This design comes from an exercise in tuning for small area on the open sky130 flow, not from production work. The RTL was checked by simulation tests, not by an equivalence proof against the original design. Power figures rest on the tool's default switching activity, not on a simulated workload.

==> design.v <==
module tinybasu_core (
    input  wire        clk,
    input  wire        rst,           
    input  wire [15:0] budget,
    input  wire [2:0]  strategy,
    output wire        mem_en,
    output wire        mem_we,
    output wire [8:0]  mem_addr,
    output wire [15:0] mem_wdata,
    input  wire [15:0] mem_rdata,
    output wire        done,
    output reg  [1:0]  run_state,
    output reg  [2:0]  fault_cause,
    output wire [15:0] fault_pc,
    output wire [15:0] fault_info,
    output wire [15:0] pc_out,
    output reg  [16:0] cycles,
    output reg  [16:0] executed,
    output reg  [16:0] stalls,
    output wire [16:0] flushes,
    input  wire [2:0]  dbg_sel,
    output wire [15:0] dbg_reg
);
    localparam S_CLR    = 5'd0;
    localparam S_F      = 5'd1;
    localparam S_D      = 5'd2;
    localparam S_EALU   = 5'd3;
    localparam S_ESLT   = 5'd4;
    localparam S_EIMM   = 5'd5;
    localparam S_MUL    = 5'd6;
    localparam S_DV0    = 5'd7;
    localparam S_DV1    = 5'd8;
    localparam S_DIVA   = 5'd9;
    localparam S_DIVB   = 5'd10;
    localparam S_DVF1   = 5'd11;
    localparam S_DVF2   = 5'd12;
    localparam S_SH0    = 5'd13;
    localparam S_SHIFT  = 5'd14;
    localparam S_BP     = 5'd15;
    localparam S_COMMIT = 5'd16;
    localparam S_WR     = 5'd17;
    localparam S_LWA    = 5'd18;
    localparam S_LWD    = 5'd19;
    localparam S_LWW    = 5'd20;
    localparam S_FW     = 5'd21;
    localparam S_DONE   = 5'd22;
    reg [4:0]   state;
    reg [12:0]  pc;           
    reg [15:0]  A;
    reg [15:0]  B;
    reg [4:0]   cnt;
    reg         tk;
    reg [4:0]   pos;          
    reg [15:0]  budget_q;
    reg [2:0]   strat_q;
    reg [127:0] rf;           
    reg [383:0] pr;           
    function [4:0] inc5;
        input [4:0] v;
        reg c;
        integer i;
        begin
            c = 1'b1;
            for (i = 0; i < 5; i = i + 1) begin
                inc5[i] = v[i] ^ c;
                c = c & v[i];
            end
        end
    endfunction
    function [4:0] dec5;
        input [4:0] v;
        reg b;
        integer i;
        begin
            b = 1'b1;
            for (i = 0; i < 5; i = i + 1) begin
                dec5[i] = v[i] ^ b;
                b = b & ~v[i];
            end
        end
    endfunction
    function [2:0] add3;
        input [2:0] a;
        input [2:0] b;
        reg c;
        integer i;
        begin
            c = 1'b0;
            for (i = 0; i < 3; i = i + 1) begin
                add3[i] = a[i] ^ b[i] ^ c;
                c = (a[i] & b[i]) | (c & (a[i] ^ b[i]));
            end
        end
    endfunction
    function [16:0] cstep;
        input [16:0] q;
        input        a0;
        input        a1;
        reg c;
        integer i;
        begin
            cstep[0] = q[0] ^ a0;
            c = q[0] & a0;
            cstep[1] = q[1] ^ a1 ^ c;
            c = (q[1] & a1) | (c & (q[1] ^ a1));
            for (i = 2; i < 17; i = i + 1) begin
                cstep[i] = q[i] ^ c;
                c = c & q[i];
            end
        end
    endfunction
    wire [15:0] pcx = {{3{pc[12]}}, pc};
    assign done       = (state == S_DONE);
    assign pc_out     = pcx;
    assign fault_pc   = pcx;
    assign fault_info = A;
    assign flushes    = stalls;
    wire [15:0] w      = mem_rdata;
    wire [3:0]  opcode = w[15:12];
    wire [2:0]  rd     = w[11:9];
    wire [2:0]  rs     = w[8:6];
    wire [2:0]  rt     = w[5:3];
    wire [2:0]  func   = w[2:0];
    wire op_r    = (opcode == 4'd0);
    wire op_addi = (opcode == 4'd1);
    wire op_lui  = (opcode == 4'd3);
    wire op_lw   = (opcode == 4'd4);
    wire op_sw   = (opcode == 4'd5);
    wire op_br   = (opcode[3:1] == 3'b011);
    wire op_jmp  = (opcode == 4'd11);
    wire op_jal  = (opcode == 4'd12);
    wire op_mem  = op_lw | op_sw;
    wire sh_left = op_r ? (func == 3'd5) : (opcode == 4'd8);
    wire sh_arith = (opcode == 4'd10);
    reg [2:0] rsel;
    always @(*) begin
        case (state)
            S_D, S_DV1, S_DVF1:                        rsel = rs;
            S_EALU, S_MUL, S_DV0, S_DIVA, S_DIVB,
            S_DVF2, S_SH0:                             rsel = rt;
            S_DONE:                                    rsel = dbg_sel;
            default:                                   rsel = rd;    
        endcase
    end
    wire [2:0]  rphys = add3(rsel, pos[2:0]);
    wire [15:0] R = rf[{rphys, 4'd0} +: 16];
    assign dbg_reg = R;
    wire first = cnt[4];
    wire div_st = (state == S_DIVA) | (state == S_DIVB);
    wire [15:0] x_shl = {A[14:0] & {15{~first}}, div_st & B[15]};
    wire [15:0] imm6  = {{10{w[5]}}, w[5:0]};
    wire [15:0] imm12 = {{4{w[11]}}, w[11:0]};
    wire [15:0] immv  = op_lui ? {w[5:0], 10'd0} :
                        (op_jmp | op_jal) ? imm12 : imm6;
    reg [1:0] xsel;    
    reg [2:0] ysel;    
    reg       inv;
    reg       cin;
    reg       rgate;
    reg       igate;
    always @(*) begin
        xsel  = 2'd0;
        ysel  = 3'd0;
        inv   = 1'b0;
        cin   = 1'b0;
        rgate = 1'b1;
        igate = 1'b1;
        case (state)
            S_F:     xsel = 2'd3;
            S_D:     ysel = 3'd1;
            S_EALU:  begin xsel = 2'd1; ysel = 3'd1; inv = (func != 3'd0); cin = (func != 3'd0); end
            S_ESLT:  cin = tk;
            S_EIMM:  begin xsel = (op_addi | op_mem) ? 2'd1 : 2'd0; ysel = 3'd2; end
            S_MUL:   begin xsel = 2'd2; ysel = 3'd1; rgate = B[15]; end
            S_DV0:   ysel = 3'd1;
            S_DV1:   begin ysel = 3'd1; inv = R[15]; cin = R[15]; end
            S_DIVA:  begin xsel = 2'd2; ysel = 3'd1; inv = ~R[15]; cin = ~R[15]; end
            S_DIVB:  begin xsel = 2'd2; ysel = 3'd1; rgate = tk; inv = ~R[15] & tk; cin = ~R[15] & tk; end
            S_DVF2:  begin ysel = 3'd4; inv = tk ^ R[15]; cin = tk ^ R[15]; end
            S_SH0:   ysel = op_r ? 3'd1 : 3'd2;
            S_SHIFT: xsel = 2'd2;
            S_BP:    begin xsel = 2'd1; ysel = 3'd1; inv = 1'b1; cin = 1'b1; end
            S_COMMIT: begin xsel = 2'd3; ysel = 3'd2; cin = 1'b1;
                            igate = op_jmp | op_jal | (op_br & tk); end
            S_LWD, S_FW: ysel = 3'd3;
            default: ;
        endcase
    end
    reg [15:0] xv;
    always @(*) begin
        case (xsel)
            2'd0: xv = 16'd0;
            2'd1: xv = A;
            2'd2: xv = x_shl;
            default: xv = pcx;
        endcase
    end
    reg [15:0] yv;
    always @(*) begin
        case (ysel)
            3'd1:    yv = R & {16{rgate}};
            3'd2:    yv = immv & {16{igate}};
            3'd3:    yv = mem_rdata;
            3'd4:    yv = B;
            default: yv = 16'd0;
        endcase
    end
    wire [15:0] yi = yv ^ {16{inv}};
    wire [16:0] ac;
    wire [15:0] sum;
    assign ac[0] = cin;
    genvar gi;
    generate
        for (gi = 0; gi < 16; gi = gi + 1) begin : g_add
            assign sum[gi]    = xv[gi] ^ yi[gi] ^ ac[gi];
            assign ac[gi + 1] = (xv[gi] & yi[gi]) | (ac[gi] & (xv[gi] ^ yi[gi]));
        end
    endgenerate
    wire        cout = ac[16];
    wire        zero = (sum == 16'd0);
    wire [11:0] pgrp  = pr[383:372];
    wire [4:0]  gkey  = {opcode[0], rd, rs[2]};
    wire        match = (gkey == ~pos);
    wire [1:0]  ent   = rs[1:0];
    wire [2:0]  pe    = pgrp[({1'b0, ent, 1'b0} + {2'b0, ent}) +: 3];
    wire st_1b = (strat_q == 3'd2);
    wire st_2b = (strat_q == 3'd3);
    wire st_8s = strat_q[2];
    wire [2:0] pinit = {st_8s, st_2b, st_1b};
    wire taken = zero ^ opcode[0];
    reg pred;
    always @(*) begin
        case (strat_q)
            3'd0: pred = 1'b1;
            3'd1: pred = 1'b0;
            3'd2: pred = pe[0];
            3'd3: pred = pe[1];
            default: pred = pe[2];
        endcase
    end
    wire [2:0] pmax = st_2b ? 3'd3 : 3'd7;
    reg  [2:0] pnext;
    always @(*) begin
        if (st_1b)
            pnext = {2'b00, taken};
        else if (taken)
            pnext = (pe == pmax) ? pe : add3(pe, 3'd1);
        else
            pnext = (pe == 3'd0) ? pe : add3(pe, 3'd7);
    end
    wire bp_fire = (state == S_BP) & match;
    wire commit  = (state == S_COMMIT);
    reg [11:0] phead;
    always @(*) begin
        phead = pgrp;
        if (state == S_CLR)
            phead = {4{pinit}};
        else if (bp_fire)
            phead[({1'b0, ent, 1'b0} + {2'b0, ent}) +: 3] = pnext;
    end
    wire [2:0] wtarget = op_jal ? 3'd7 : rd;
    wire at_head  = (wtarget == ~pos[2:0]);
    wire lw_ready = (add3(rd, 3'd2) == ~pos[2:0]);
    wire rf_we = (state == S_CLR) | (state == S_LWW) | ((state == S_WR) & at_head);
    wire [16:0] bq = {1'b0, budget_q};
    wire [17:0] tc;
    assign tc[0] = 1'b0;
    generate
        for (gi = 0; gi < 17; gi = gi + 1) begin : g_tmo
            assign tc[gi + 1] = (cycles[gi] & ~bq[gi]) | (tc[gi] & (cycles[gi] | ~bq[gi]));
        end
    endgenerate
    wire timeout = tc[17];
    wire pc_bad  = pc[12] | (pc[11:9] != 3'd0);
    assign mem_en = ((state == S_F) & ~timeout & ~pc_bad) |
                    ((state == S_COMMIT) & op_sw) |
                    ((state == S_LWA) & lw_ready);
    assign mem_we = (state == S_COMMIT);
    assign mem_addr  = (state == S_F) ? pc[8:0] : A[8:0];
    assign mem_wdata = R;
    wire lt = (A[15] ^ R[15]) ? A[15] : sum[15];
    wire ea_bad = (A[15] ^ w[5] ^ cout) | (sum[15:9] != 7'd0);
    wire illegal = (opcode[3:2] == 2'b11 && opcode[1:0] != 2'b00) ||
                   (op_r && func == 3'd7);
    always @(posedge clk) begin
        pos <= inc5(pos);
        rf  <= {rf[111:0], rf_we ? A : rf[127:112]};
        pr  <= {pr[371:0], phead};
        if (rst) begin
            cycles   <= 17'd0;
            executed <= 17'd0;
            stalls   <= 17'd0;
        end else begin
            cycles   <= cstep(cycles, commit, commit & op_br & tk);
            executed <= cstep(executed, commit, 1'b0);
            stalls   <= cstep(stalls, bp_fire & (pred != taken), 1'b0);
        end
        if (rst) begin
            state       <= S_CLR;
            pos         <= 5'd0;
            pc          <= 13'd0;
            run_state   <= 2'd0;
            fault_cause <= 3'd0;
            budget_q    <= budget;
            strat_q     <= strategy;
        end else begin
            case (state)
                S_CLR: begin
                    A <= sum;
                    if (pos == 5'd31) state <= S_F;
                end
                S_F: begin
                    if (timeout) begin
                        run_state <= 2'd2;
                        state     <= S_DONE;
                    end else if (pc_bad) begin
                        A           <= sum;
                        run_state   <= 2'd3;
                        fault_cause <= 3'd2;
                        state       <= S_DONE;
                    end else begin
                        state <= S_D;
                    end
                end
                S_D: begin
                    A   <= sum;
                    B   <= sum;
                    cnt <= 5'd16;
                    if (w == 16'd0) begin
                        run_state <= 2'd1;
                        state     <= S_DONE;
                    end else if (illegal) begin
                        fault_cause <= 3'd3;
                        state       <= S_FW;
                    end else begin
                        case (opcode)
                            4'd0: case (func)
                                      3'd3:    state <= S_MUL;
                                      3'd4:    state <= S_DV0;
                                      3'd5, 3'd6: state <= S_SH0;
                                      default: state <= S_EALU;
                                  endcase
                            4'd6, 4'd7:        state <= S_BP;
                            4'd8, 4'd9, 4'd10: state <= S_SH0;
                            4'd11, 4'd12:      state <= S_COMMIT;
                            default:           state <= S_EIMM;
                        endcase
                    end
                end
                S_EALU: begin
                    tk <= lt;
                    if (func == 3'd2) state <= S_ESLT;
                    else begin
                        A     <= sum;
                        state <= S_COMMIT;
                    end
                end
                S_ESLT: begin
                    A     <= sum;
                    state <= S_COMMIT;
                end
                S_EIMM: begin
                    A <= sum;
                    if (op_mem && ea_bad) begin
                        run_state   <= 2'd3;
                        fault_cause <= 3'd1;
                        state       <= S_DONE;
                    end else begin
                        state <= S_COMMIT;
                    end
                end
                S_MUL: begin
                    A   <= sum;
                    B   <= {B[14:0], 1'b0};
                    cnt <= dec5(cnt);
                    if (cnt == 5'd1) state <= S_COMMIT;
                end
                S_DV0: begin
                    if (zero) begin
                        fault_cause <= 3'd4;
                        state       <= S_FW;
                    end else begin
                        state <= S_DV1;
                    end
                end
                S_DV1: begin
                    B     <= sum;
                    state <= S_DIVA;
                end
                S_DIVA: begin
                    tk    <= cout;
                    state <= S_DIVB;
                end
                S_DIVB: begin
                    A   <= sum;
                    B   <= {B[14:0], tk};
                    cnt <= dec5(cnt);
                    state <= (cnt == 5'd1) ? S_DVF1 : S_DIVA;
                end
                S_DVF1: begin
                    tk    <= R[15];
                    state <= S_DVF2;
                end
                S_DVF2: begin
                    A     <= sum;
                    state <= S_COMMIT;
                end
                S_SH0: begin
                    if (sum[15]) begin
                        fault_cause <= 3'd5;
                        state       <= S_FW;
                    end else begin
                        cnt   <= (sum[14:4] != 11'd0) ? 5'd16 : {1'b0, sum[3:0]};
                        state <= S_SHIFT;
                    end
                end
                S_SHIFT: begin
                    if (cnt == 5'd0) state <= S_COMMIT;
                    else begin
                        A   <= sh_left ? sum : {sh_arith & A[15], A[15:1]};
                        cnt <= dec5(cnt);
                    end
                end
                S_BP: begin
                    if (match) begin
                        tk <= taken;
                        state <= S_COMMIT;
                    end
                end
                S_COMMIT: begin
                    pc       <= sum[12:0];
                    if (op_jal) A <= sum;
                    if (op_lw)                         state <= S_LWA;
                    else if (op_sw | op_br | op_jmp)   state <= S_F;
                    else                               state <= S_WR;
                end
                S_WR: begin
                    if (at_head) state <= S_F;
                end
                S_LWA: begin
                    if (lw_ready) state <= S_LWD;
                end
                S_LWD: begin
                    A     <= sum;
                    state <= S_LWW;
                end
                S_LWW: begin
                    state <= S_F;
                end
                S_FW: begin
                    A         <= sum;
                    run_state <= 2'd3;
                    state     <= S_DONE;
                end
                default: begin
                    state <= S_DONE;
                end
            endcase
        end
    end
endmodule
==> flow/run.sh <==
#!/bin/bash
# Layout flow:
#  1. the standard synthesis (standard.sh synth), unchanged;
#  2. the logic between the flip-flops re-mapped by ABC for area
#     (flow/resynth.tcl; every flip-flop keeps its name and cell type);
#  3. the rest of the standard flow (standard.sh), with buf_1 port
#     buffers and a clock tree of small buffers without dummy loads.
# Each tool writes its full output to a log of its own in this folder
# (std_synth.log, resynth.log, std_finish.log); ORFS keeps its own logs too.
set -euo pipefail
exec > run_sh.log 2>&1
set -x
W=$PWD
R=$W/orfs/results/$FLOW_PLATFORM/tinybasu_core/base
bash standard.sh synth > std_synth.log 2>&1
cp $R/1_2_yosys.v $W/std_1_2_yosys.v
RS_LIB=$FLOW_HOME/platforms/sky130hd/lib/sky130_fd_sc_hd__tt_025C_1v80.lib \
RS_IN=$W/std_1_2_yosys.v RS_OUT=$W/resynth.v RS_SCRIPT=$W/flow/area.abc \
  yosys -c $W/flow/resynth.tcl > resynth.log 2>&1
cp $W/resynth.v $R/1_2_yosys.v
rm -f $R/1_synth.odb $R/1_synth.sdc
export BUFFER_PORTS_ARGS="-buffer_cell sky130_fd_sc_hd__buf_1"
export CTS_ARGS="-sink_clustering_enable -repair_clock_nets -dont_use_dummy_load -buf_list {sky130_fd_sc_hd__clkbuf_4} -sink_clustering_size 10 -sink_clustering_max_diameter 50"
bash standard.sh > std_finish.log 2>&1
==> flow/area.abc <==
&get -n
&deepsyn -T 200
&put
dch -f
amap
==> flow/resynth.tcl <==
# Re-map the combinational logic of the standard synthesis netlist for area.
# Every flip-flop instance of the standard synthesis is kept as it is (same
# instance name, same cell type); only the logic between the flip-flops is
# re-optimised by ABC.
# Usage: yosys -c resynth.tcl   (env: RS_IN, RS_OUT, RS_LIB, RS_SCRIPT)
yosys -import
set lib $::env(RS_LIB)
set seq {}
foreach t {dfxtp_1 dfxtp_2 dfxtp_4 edfxtp_1 dfrtp_1 dfrtp_2 dfstp_1 dfxbp_1 dfrbp_1 edfxbp_1} {
  lappend seq sky130_fd_sc_hd__$t
}
# 1. flatten the combinational cells into generic logic
read_liberty -ignore_miss_func $lib
read_verilog $::env(RS_IN)
hierarchy -top tinybasu_core
foreach m $seq { catch { setattr -mod -set keep_hierarchy 1 $m } }
catch { setattr -mod -set keep_hierarchy 1 sky130_fd_sc_hd__conb_1 }
flatten
yosys rename -hide w:*.*
opt_clean -purge
opt -purge
techmap
opt -purge
foreach m $seq { catch { delete $m } }
catch { delete sky130_fd_sc_hd__conb_1 }
write_rtlil $::env(RS_OUT).flat.il
# 2. map it again, with the cells as black boxes
design -reset
read_liberty -lib $lib
read_rtlil $::env(RS_OUT).flat.il
hierarchy -top tinybasu_core
set du {}
foreach c {probe_p_8 probec_p_8 lpflow_bleeder_1 lpflow_clkbufkapwr_1 lpflow_clkbufkapwr_16 lpflow_clkbufkapwr_2 lpflow_clkbufkapwr_4 lpflow_clkbufkapwr_8 lpflow_clkinvkapwr_1 lpflow_clkinvkapwr_16 lpflow_clkinvkapwr_2 lpflow_clkinvkapwr_4 lpflow_clkinvkapwr_8 lpflow_decapkapwr_12 lpflow_decapkapwr_3 lpflow_decapkapwr_4 lpflow_decapkapwr_6 lpflow_decapkapwr_8 lpflow_inputiso0n_1 lpflow_inputiso0p_1 lpflow_inputiso1n_1 lpflow_inputiso1p_1 lpflow_inputisolatch_1 lpflow_isobufsrc_1 lpflow_isobufsrc_16 lpflow_isobufsrc_2 lpflow_isobufsrc_4 lpflow_isobufsrc_8 lpflow_isobufsrckapwr_16 lpflow_lsbuf_lh_hl_isowell_tap_1 lpflow_lsbuf_lh_hl_isowell_tap_2 lpflow_lsbuf_lh_hl_isowell_tap_4 lpflow_lsbuf_lh_isowell_4 lpflow_lsbuf_lh_isowell_tap_1 lpflow_lsbuf_lh_isowell_tap_2 lpflow_lsbuf_lh_isowell_tap_4} {
  lappend du -dont_use sky130_fd_sc_hd__$c
}
abc -liberty $lib -script $::env(RS_SCRIPT) {*}$du
opt_clean -purge
hilomap -singleton -hicell sky130_fd_sc_hd__conb_1 HI -locell sky130_fd_sc_hd__conb_1 LO
insbuf -buf sky130_fd_sc_hd__buf_1 A X
opt_clean
check -assert -mapped
tee -o $::env(RS_OUT).stat stat -liberty $lib
write_verilog -noattr -nohex -nodec $::env(RS_OUT)
==> standard.sh <==
#!/bin/bash
# synth_recipe.tcl (not shown) runs the flow's synth.tcl, then flattens the netlist and writes it again
# the make line also repeats each setting of config.mk as NAME=value (left out here)
make -C /OpenROAD-flow-scripts/flow DESIGN_CONFIG=/design/flow/config.mk WORK_HOME=/design/flow/orfs CLKGATE_MAP_FILE= SYNTH_SCRIPT=/design/flow/synth_recipe.tcl "${@:-finish}"
==> config.mk <==
export PLATFORM = sky130hd
export DESIGN_NAME = tinybasu_core
export DESIGN_NICKNAME = tinybasu_core
export VERILOG_FILES = /design/flow/design.v
export SDC_FILE = /design/flow/constraint.sdc
export NUM_CORES = 4
export LEC_CHECK = 0
export CAP_MARGIN = 20
export CORE_MARGIN = 2
export CORE_UTILIZATION = 40
export SLEW_MARGIN = 20
==> constraint.sdc <==
create_clock -name core_clock -period 55.0 [get_ports {clk}]
set_input_delay 11.0000 -clock core_clock [delete_from_list [all_inputs] [get_ports {clk}]]
set_output_delay 11.0000 -clock core_clock [all_outputs]
set_load 0.01 [all_outputs]
==> flow_summary.ini, run 1 <==
[clocking]
cts.path.max_buffers = 3
cts-resized-gates = 0
ctsHoldBuffers = 0
clkTransAtPathRegs_ps = 100
cts_buffers = 78
htreeDepth = 3
clock_latency_ps = 810
cts_tree = done
cts_root_buffer = clkbuf_4
cts.sink_count = 648
postCtsSetupRepairBufs = 0

[placed_design]
place_ws_ps = 28920
numPortBuffers = 204
dpl-instance-area_sq_um = 20630
dp_hpwl_mm = 34.42
dpl.cell_count = 2532
finalWeightedCongestion = 0.9612

[setup_path]
r2r_end = stalls[16]
cpMaxStageDelayCell = nor4_1
r2r_start = state[3]
endpoint_kind = primary output
critPathMaxStageDelay_ps = 800
path_depth = 16
worstPathRequired_ps = 44000
cp.arrival_ps = 15130
rr_worst_depth = 66
crit_path_start_kind = input port
cp_common_cell = nor2_1
path_class = in2out
cp.buffers_inverters = 5
ff2ff_setup_slack_ps = 39580
cp_cell_sequence = buf_1 > a222oi_1 > o21a_1 > nor2_1 > a21oi_1 > clkinv_1 > nor2_1 > nor2_1 > a21oi_1 > clkinv_1 > nand2_1 > nor2_1 > a22o_1 > nor4_1 > clkinv_1 > buf_1
cp_max_fo = 12
crit_path_start = mem_rdata[10]
crit_end = dbg_reg[15]
critPathTopFamily = simple AND/OR/NAND/NOR gates

[min_path]
hold_class = reg2reg
hold_path_depth = 0

[final_layout]
nets = 2037
final_cells = 2615
drive_above_1_share_pct = 5.313
area_growth_pct = 11.16
layout_common_cells = 591 x dfxtp_1, 244 x nor2_1, 203 x buf_1, 151 x clkinv_1, 101 x nand2_1
fin_area_sq_um = 21230
final_common_cell = dfxtp_1

[floorplanning]
fp.coreArea_sq_um = 47450
start_util_pct = 40.25
ios = 205
die-area_sq_um = 49500
die_y_um = 222.5
core.rowCount = 80
die_x_um = 222.5

[route]
drt-wirelength-per-cell_um = 18.53
postRouteAntennaNets = 0
post-route-drc-count = 0
routed_wl_mm = 48.47
drt_first_iter_violations = 1176
viasPerCell = 5.247
drt_first_pass_iters = 9
vias = 13720

[run_status]
status = timing/DRC/antenna clean

[sta]
worstMarginPinSlew_ps = 1117
fmax_mhz = 38.27
fin_crit_ps = 26130
finalCritPeriodShare_pct = 47.51
drv_slew = 0
slew_headroom_pct = 25.23
setup_ws_ps = 28870
fin_skew_ps = 78.78
rsz0062_at_grt = no
finalSetupViolCount = 0
finalHoldViolations = 0
tns_ps = 0

[grt]
grt_pass1_vias = 13090
grt.total_usage_pct = 19.27
grt_remaining_overflow = 0
grt_pass1_wl_mm = 74.29
antenna_found_initial = 4
grt_max_degree = 73

[yosys]
yosysWarnings = 1
syn_avg_cell_area_sq_um = 10.95
netlist_area_sq_um = 19090
syn-instance-count = 1744
synth_fp_nets = 1784

[power_and_ir_drop]
vdd_ir_drop_max_v = 0.00002569
p_leak_nw = 7.888
p_per_area_nw_per_um2 = 62.84
p_total_mw = 1.334

[flow_run]
cap_violations = 0
==> worst min-delay path by stage <==
stage / slack, ps / from / to
after floorplan: 310 / pr[88] / pr[100]
after global placement: 310 / pr[214] / pr[226]
after detailed placement: 310 / pr[237] / pr[249]
after CTS: 290 / pr[301] / pr[313]
after global routing: 300 / pr[145] / pr[157]
final: 290 / pr[359] / pr[371]
==> worst register-to-register path, delay by kind of cell, from the launching register on <==
kind / cells / cell delay [ps]
AOI/OAI and AO/OA: 20 / 4810
and+or+nand+nor: 37 / 7760
buffers and inverters: 9 / 2190
DFF: 1 / 620
==> through the flow <==
stage,utilization (%),hold slack [ps]
CTS,44.71,286.9
global placement,43.48,309.8
floorplan,-,309.6
detailed placement,43.48,312.1
finish,44.74,291.6
global route,44.73,297.4
==> state kept, by name, summed over array words and instances (netlist names) <==
| signal | flops |
|---|---|
| B | 16 |
| pr | 384 |
| fault_cause | 3 |
| rf | 128 |
| strat_q | 3 |
| cycles | 17 |
| executed | 17 |
| pos | 5 |
| cnt | 5 |
| tk | 1 |
| run_state | 2 |
| stalls | 17 |
| A | 16 |
| state | 5 |
| pc | 13 |
| budget_q | 16 |
==> where the power goes <==
| part | internal (mW) | switching [mW] |
|---|---|---|
| Combinational | 0.113 | 0.259 |
| Sequential | 0.683 | 0.0726 |
| Clock | 0.0655 | 0.141 |
| Total | 0.861 | 0.473 |
==> layout make-up <==
| cell class | instances | area (sq um) |
|---|---|---|
| inverter | 151 | 566.8 |
| tap | 615 | 769.5 |
| clock buffer | 78 | 585.6 |
| antenna | 5 | 12.51 |
| multi-input combinational | 893 | 4823 |
| sequential | 648 | 13540 |
| timing repair buffer | 225 | 924.6 |
| fill | 4493 | 26220 |
==> metal layers <==
layer  track usage, %  routed length [um]
met1            24.50               20670
met4            9.872                2094
met2            30.98               22350
met3            4.126                3361
met5                0                   0
==> run 2, diff against run 1 <==
--- a/flow/run.sh
+++ b/flow/run.sh
@@ -20,5 +20,5 @@
 cp $W/resynth.v $R/1_2_yosys.v
 rm -f $R/1_synth.odb $R/1_synth.sdc
 export BUFFER_PORTS_ARGS="-buffer_cell sky130_fd_sc_hd__buf_1"
-export CTS_ARGS="-sink_clustering_enable -repair_clock_nets -dont_use_dummy_load -buf_list {sky130_fd_sc_hd__clkbuf_4} -sink_clustering_size 10 -sink_clustering_max_diameter 50"
+export CTS_ARGS="-sink_clustering_enable -repair_clock_nets -dont_use_dummy_load -buf_list {sky130_fd_sc_hd__clkbuf_8} -sink_clustering_size 16 -sink_clustering_max_diameter 60"
 bash standard.sh > std_finish.log 2>&1
--- a/config.mk
+++ b/config.mk
@@ -7,5 +7,6 @@
 export LEC_CHECK = 0
 export CAP_MARGIN = 20
 export CORE_MARGIN = 2
-export CORE_UTILIZATION = 40
+export CORE_UTILIZATION = 65
+export PLACE_DENSITY = 0.75
 export SLEW_MARGIN = 20
==> run 2 against run 1 <==
Effect of this change:
- final area is 0.91% lower
- cell count shrank 10%
- first-iteration DRC count grew 26%
- core utilization increased by 28 points
- critical path depth unchanged
- clock power grew 4%
- register-to-register slack improved by 40 ps
- worst hold slack better by 7.0 ps
- largest power group unchanged
==> flow_summary.ini, run 2 <==
[clocking]
postCtsSetupRepairBufs = 0
clkTransAtPathRegs_ps = 90
cts.sink_count = 648
ctsHoldBuffers = 0
cts_buffers = 50
cts.path.max_buffers = 3
htreeDepth = 2
clock_latency_ps = 620
cts_root_buffer = clkbuf_8
cts-resized-gates = 0
cts_tree = done

[final_layout]
layout_common_cells = 591 x dfxtp_1, 244 x nor2_1, 203 x buf_1, 151 x clkinv_1, 101 x nand2_1
fill_cells = 1956
utilization_pct = 73.08
final_common_cell = dfxtp_1
reg_top3 = pr (384), rf (128)
largest_reg_flops = 384
largest_register = pr
nets = 2007
drive_above_1_share_pct = 3.969
area_growth_pct = 10.15

[placed_design]
finalWeightedCongestion = 0.9659
numPortBuffers = 204
dp_hpwl_mm = 34.25

[sta]
tns_ps = 0
finalCritPeriodShare_pct = 47.22
rsz0062_at_grt = no
finalHoldViolations = 0
hold-worst-slack_ps = 298.6
fmax_mhz = 38.50
slew_headroom_pct = 25.19
finalSetupViolCount = 0
worstMarginPinSlew_ps = 1118
fin_skew_ps = 112.2
drv_slew = 0
fin_crit_ps = 25970

[setup_path]
cpMaxStageDelayCell = nor4_1
cp.buffers_inverters = 5
cp_max_fo = 13
critPathMaxStageDelay_ps = 680
path_class = in2out
cp_cell_sequence = buf_1 > a222oi_1 > o21a_1 > nor2_1 > a21oi_1 > clkinv_1 > nor2_1 > nor2_1 > a21oi_1 > clkinv_1 > nand2_1 > nor2_1 > a22o_1 > nor4_1 > clkinv_1 > buf_1
critPathTopFamily = simple AND/OR/NAND/NOR gates
cp_common_cell = nor2_1
worstPathRequired_ps = 44000
cp.arrival_ps = 14970
endpoint_kind = primary output
crit_path_start_kind = input port

[grt]
grt_pass1_vias = 13050
grt.total_usage_pct = 30.59
antenna_found_initial = 3
grt_pass1_wl_mm = 73.31
grt_remaining_overflow = 0
grt_max_degree = 74

[route]
routed_wl_mm = 47.69
post-route-drc-count = 0
wl_met2_mm = 21.79
viasPerCell = 5.865
drt_first_pass_iters = 7
postRouteAntennaNets = 0
drt-wirelength-per-cell_um = 20.28
drt-met1-wl_mm = 19.81
wl_met3_mm = 3.937
vias = 13790
drt_first_iter_violations = 1480
highest_layer = met5

[floorplanning]
fp.coreArea_sq_um = 28780
die_y_um = 175.4
ios = 205
core.rowCount = 62
start_util_pct = 66.35
die-area_sq_um = 30760
die_x_um = 175.4

[yosys]
synth_fp_nets = 1784
syn_avg_cell_area_sq_um = 10.95
netlist_area_sq_um = 19090
yosysWarnings = 1
syn-instance-count = 1744

[flow_run]
cap_violations = 0

[run_status]
status = timing/DRC/antenna clean

[power_and_ir_drop]
vdd_ir_drop_max_v = 0.00004161
p_per_area_nw_per_um2 = 64.48
p_leak_nw = 7.883

[min_path]
hold_class = reg2reg
[run 2: worst paths after layout]
kind | start | endpoint | slack (ps) | depth (start not counted)
setup / recovery | mem_rdata[10] | mem_wdata[15] | 29030 | 16
hold / removal | pr[201] | pr[213] | 300 | 0
setup reg to reg | state[3] | stalls[16] | 39620 | 67
hold reg to reg | pr[201] | pr[213] | 300 | 0
[run 2: stage by stage]
stage / cells / area [sq um] / power [mW] / setup WS, ps
5_1_grt: 2349 / 21030 / 1.419 / 28770
6_report: 2352 / 21030 / 1.356 / 29030
2_1_floorplan: 1744 / 19090 / 0.9720 / 30150
4_1_cts: 2349 / 21030 / 1.350 / 29060
3_3_place_gp: 2299 / 20320 / 1.117 / 29200
3_5_place_dp: 2299 / 20340 / 1.135 / 29060
[run 2: cell type report]
cell class	count	area, sq um	share of cell area [%]
Timing Repair Buffer	223	909.6	4.325
Inverter	151	566.8	2.695
Multi-Input combinational cell	893	4837	23.00
Antenna cell	3	7.507	0.03569
Tap cell	384	480.5	2.284
Sequential cell	648	13540	64.39
Clock buffer	50	688.2	3.272
[run 2: per-layer routing]
layer | vias to the layer above | track usage, %
met4 | 2 | 13.23
li1 | 6482 | -
met5 | - | 0
met1 | 6452 | 40.93
met2 | 706 | 49.06
met3 | 152 | 5.779
[run 2: report_power, final]
part	switching (mW)	internal, mW	total [mW]
Combinational	0.259	0.112	0.372
Clock	0.134	0.0813	0.215
Sequential	0.0851	0.684	0.769
Total	0.478	0.878	1.36
==> run 3, diff against run 2 <==
--- a/flow/resynth.tcl
+++ b/flow/resynth.tcl
@@ -36,7 +36,7 @@
 abc -liberty $lib -script $::env(RS_SCRIPT) {*}$du
 opt_clean -purge
 hilomap -singleton -hicell sky130_fd_sc_hd__conb_1 HI -locell sky130_fd_sc_hd__conb_1 LO
-insbuf -buf sky130_fd_sc_hd__buf_1 A X
+insbuf -buf sky130_fd_sc_hd__buf_4 A X
 opt_clean
 check -assert -mapped
 tee -o $::env(RS_OUT).stat stat -liberty $lib
--- a/config.mk
+++ b/config.mk
@@ -7,6 +7,5 @@
 export LEC_CHECK = 0
 export CAP_MARGIN = 20
 export CORE_MARGIN = 2
-export CORE_UTILIZATION = 65
-export PLACE_DENSITY = 0.75
+export CORE_UTILIZATION = 40
 export SLEW_MARGIN = 20
==> run 3 against run 2 <==
Effect of this change:
- core utilization down 28 points
- via count down 2.7%
- setup slack worse by 450 ps
- area after synthesis up 0.64%
- critical path depth down 1
- clock power about the same
- sequential power down 6.5%
- cell count up 8.5%
- global-route usage down 11 points
- critical endpoint is now dbg_reg[15]
- largest cell class unchanged
- highest routed layer is now met4
==> flow_summary.ini, run 3 <==
[run_status]
status = timing/DRC/antenna clean

[grt]
antenna_found_initial = 0
grt_pass1_wl_mm = 74.34
grt_pass1_vias = 12600
grt.total_usage_pct = 19.22
grt_remaining_overflow = 0
grt_max_degree = 53

[power_and_ir_drop]
p_per_area_nw_per_um2 = 62.67
p_leak_nw = 7.820
vdd_ir_drop_max_v = 0.00003363

[sta]
setup_ws_ps = 28580
slew_headroom_pct = 26.85
finalCritPeriodShare_pct = 48.04
fin_crit_ps = 26420
drv_slew = 0
tns_ps = 0
finalSetupViolCount = 0
fmax_mhz = 37.85
fin_skew_ps = 85.72
worstMarginPinSlew_ps = 1093
finalHoldViolations = 0
rsz0062_at_grt = no

[final_layout]
final_common_cell = dfxtp_1
fill_cells = 4478
multi_input_area_sq_um = 4770
drive_above_1_share_pct = 3.926
reg_top3 = pr (384), rf (128)
area_growth_pct = 10.44
nets = 1978
largest_reg_flops = 384
largest_register = pr
regArea_sq_um = 13540
layout_common_cells = 591 x dfxtp_1, 208 x nor2_1, 203 x buf_1, 149 x clkinv_1, 112 x nand2_1
num_antenna_cells = 0

[yosys]
syn-instance-count = 1717
netlist_area_sq_um = 19220
synth_fp_nets = 1757
yosysWarnings = 1
syn_avg_cell_area_sq_um = 11.19

[setup_path]
endpoint_kind = primary output
cp_max_fo = 12
r2r_end = stalls[16]
cpMaxStageDelayCell = nor4_1
worstPathRequired_ps = 44000
critPathTopFamily = simple AND/OR/NAND/NOR gates
r2r_start = state[2]
crit_path_start_kind = input port
crit_end = dbg_reg[15]
cp.arrival_ps = 15420
path_class = in2out
cp.buffers_inverters = 5
crit_path_start = mem_rdata[7]
path_depth = 15
rr_worst_depth = 63
cp_cell_sequence = buf_1 > clkinv_1 > o21ai_0 > nor2_1 > a21oi_1 > clkinv_1 > nor2_1 > nor2_1 > o21ai_0 > or2_0 > nor2_2 > a22o_1 > nor4_1 > clkinv_1 > buf_1
critPathMaxStageDelay_ps = 800
ff2ff_setup_slack_ps = 40310

[route]
vias = 13420
drt_first_pass_iters = 5
viasPerCell = 5.260
postRouteAntennaNets = 0
post-route-drc-count = 0
routed_wl_mm = 48.59
drt_first_iter_violations = 1117
drt-wirelength-per-cell_um = 19.05

[clocking]
cts_tree = done
cts-resized-gates = 0
clock_latency_ps = 640
htreeDepth = 2
cts.path.max_buffers = 3
ctsHoldBuffers = 0
cts_buffers = 50
cts.sink_count = 648
cts_root_buffer = clkbuf_8
postCtsSetupRepairBufs = 0
clkTransAtPathRegs_ps = 90

[placed_design]
finalWeightedCongestion = 0.9728
numPortBuffers = 204
place_ws_ps = 28580
dp_hpwl_mm = 34.82

[floorplanning]
die_y_um = 223.2
die-area_sq_um = 49810
ios = 205
fp.coreArea_sq_um = 47550
die_x_um = 223.2
core.rowCount = 80
start_util_pct = 40.42

[min_path]
hold_class = reg2reg

[flow_run]
cap_violations = 0
-- run 3: report_power, final --
group	internal (mW)	switching, mW	leakage [nW]	total, mW
sequential	0.652	0.0673	5.45	0.719
combinational	0.115	0.279	2.01	0.393
clock	0.0812	0.136	0.359	0.217
total	0.848	0.482	7.82	1.33
-- run 3: layout make-up --
cell class              count  share of cell area (%)
flip-flops and latches    648                   63.81
multi-input cells         868                   22.47
repair buffers            221                   4.215
well taps                 615                   3.626
clock buffers              50                   3.242
inverters                 149                   2.635
-- run 3: worst register-to-register path: cells and delay by family (launching register included) --
| kind | cells | cell delay (ps) |
|---|---|---|
| compound gates | 20 | 4720 |
| buf+inv | 6 | 1730 |
| flops | 1 | 590 |
| simple gates | 37 | 7600 |
-- run 3: metal layers --
metal | vias to the layer above | track usage, % | routed length [um]
met3 | 115 | 4.030 | 3443
li1 | 6411 | - | -
met1 | 6350 | 25.71 | 21370
met4 | 0 | 8.335 | 2142
met5 | - | 0 | 0
met2 | 543 | 30.19 | 21630
-- run 3: how the worst min path moves through the flow --
stage,startpoint,end,cells after the start
3_5_place_dp,pr[115],pr[127],0
5_1_grt,pr[166],pr[178],0
6_report,pr[166],pr[178],0
2_1_floorplan,pr[88],pr[100],0
3_3_place_gp,pr[241],pr[253],0
4_1_cts,pr[166],pr[178],0
-- run 3: through the flow --
stage | power [mW] | cells | util (%) | hold slack [ps] | cell area, sq um
2_1_floorplan | 0.9602 | 1717 | - | 309.6 | 19220
3_3_place_gp | 1.113 | 2499 | 43.15 | 310.3 | 20520
3_5_place_dp | 1.116 | 2499 | 43.15 | 312.1 | 20520
4_1_cts | 1.337 | 2549 | 44.60 | 267.5 | 21200
5_1_grt | 1.409 | 2551 | 44.64 | 277.0 | 21220
6_report | 1.330 | 2551 | 44.64 | 268.1 | 21220

## port drivers added, routing unchanged
Ports are ideal in the flow. The routed layouts listed here were re-timed in OpenROAD. Step 1: set_driving_cell puts a clkbuf_16 on clk and a buf_2 on each other input, an assumption about the parent block. Step 2 moves the port delays by t, midway between the first and last clock arrival at a register: inputs arrive t later, outputs are due t later. That takes back most of the time a late clock gives input paths. Three values: ideal, step 1, step 2; two values: the first two.
| run | shift t [ns] | slack for setup (ns) | worst setup path at the end | latest minus earliest clock arrival (ns) | worst slew at a driven data input, ns |
|---|---|---|---|---|---|
| run 1 | 0.815 | 28.872 / 28.821 / 28.821 | input to output | 0.078 / 0.078 | 0.13 |
| run 2 | 0.607 | 29.027 / 28.967 / 28.967 | input to output | 0.113 / 0.112 | 0.08 |
| run 3 | 0.651 | 28.581 / 28.542 / 28.542 | input to output | 0.086 / 0.086 | 0.08 |
After both steps setup and hold are still met in every run listed. The setup slack of run 2, which loses most, moves by -0.060 ns with the drivers and by -0.060 ns with both steps.
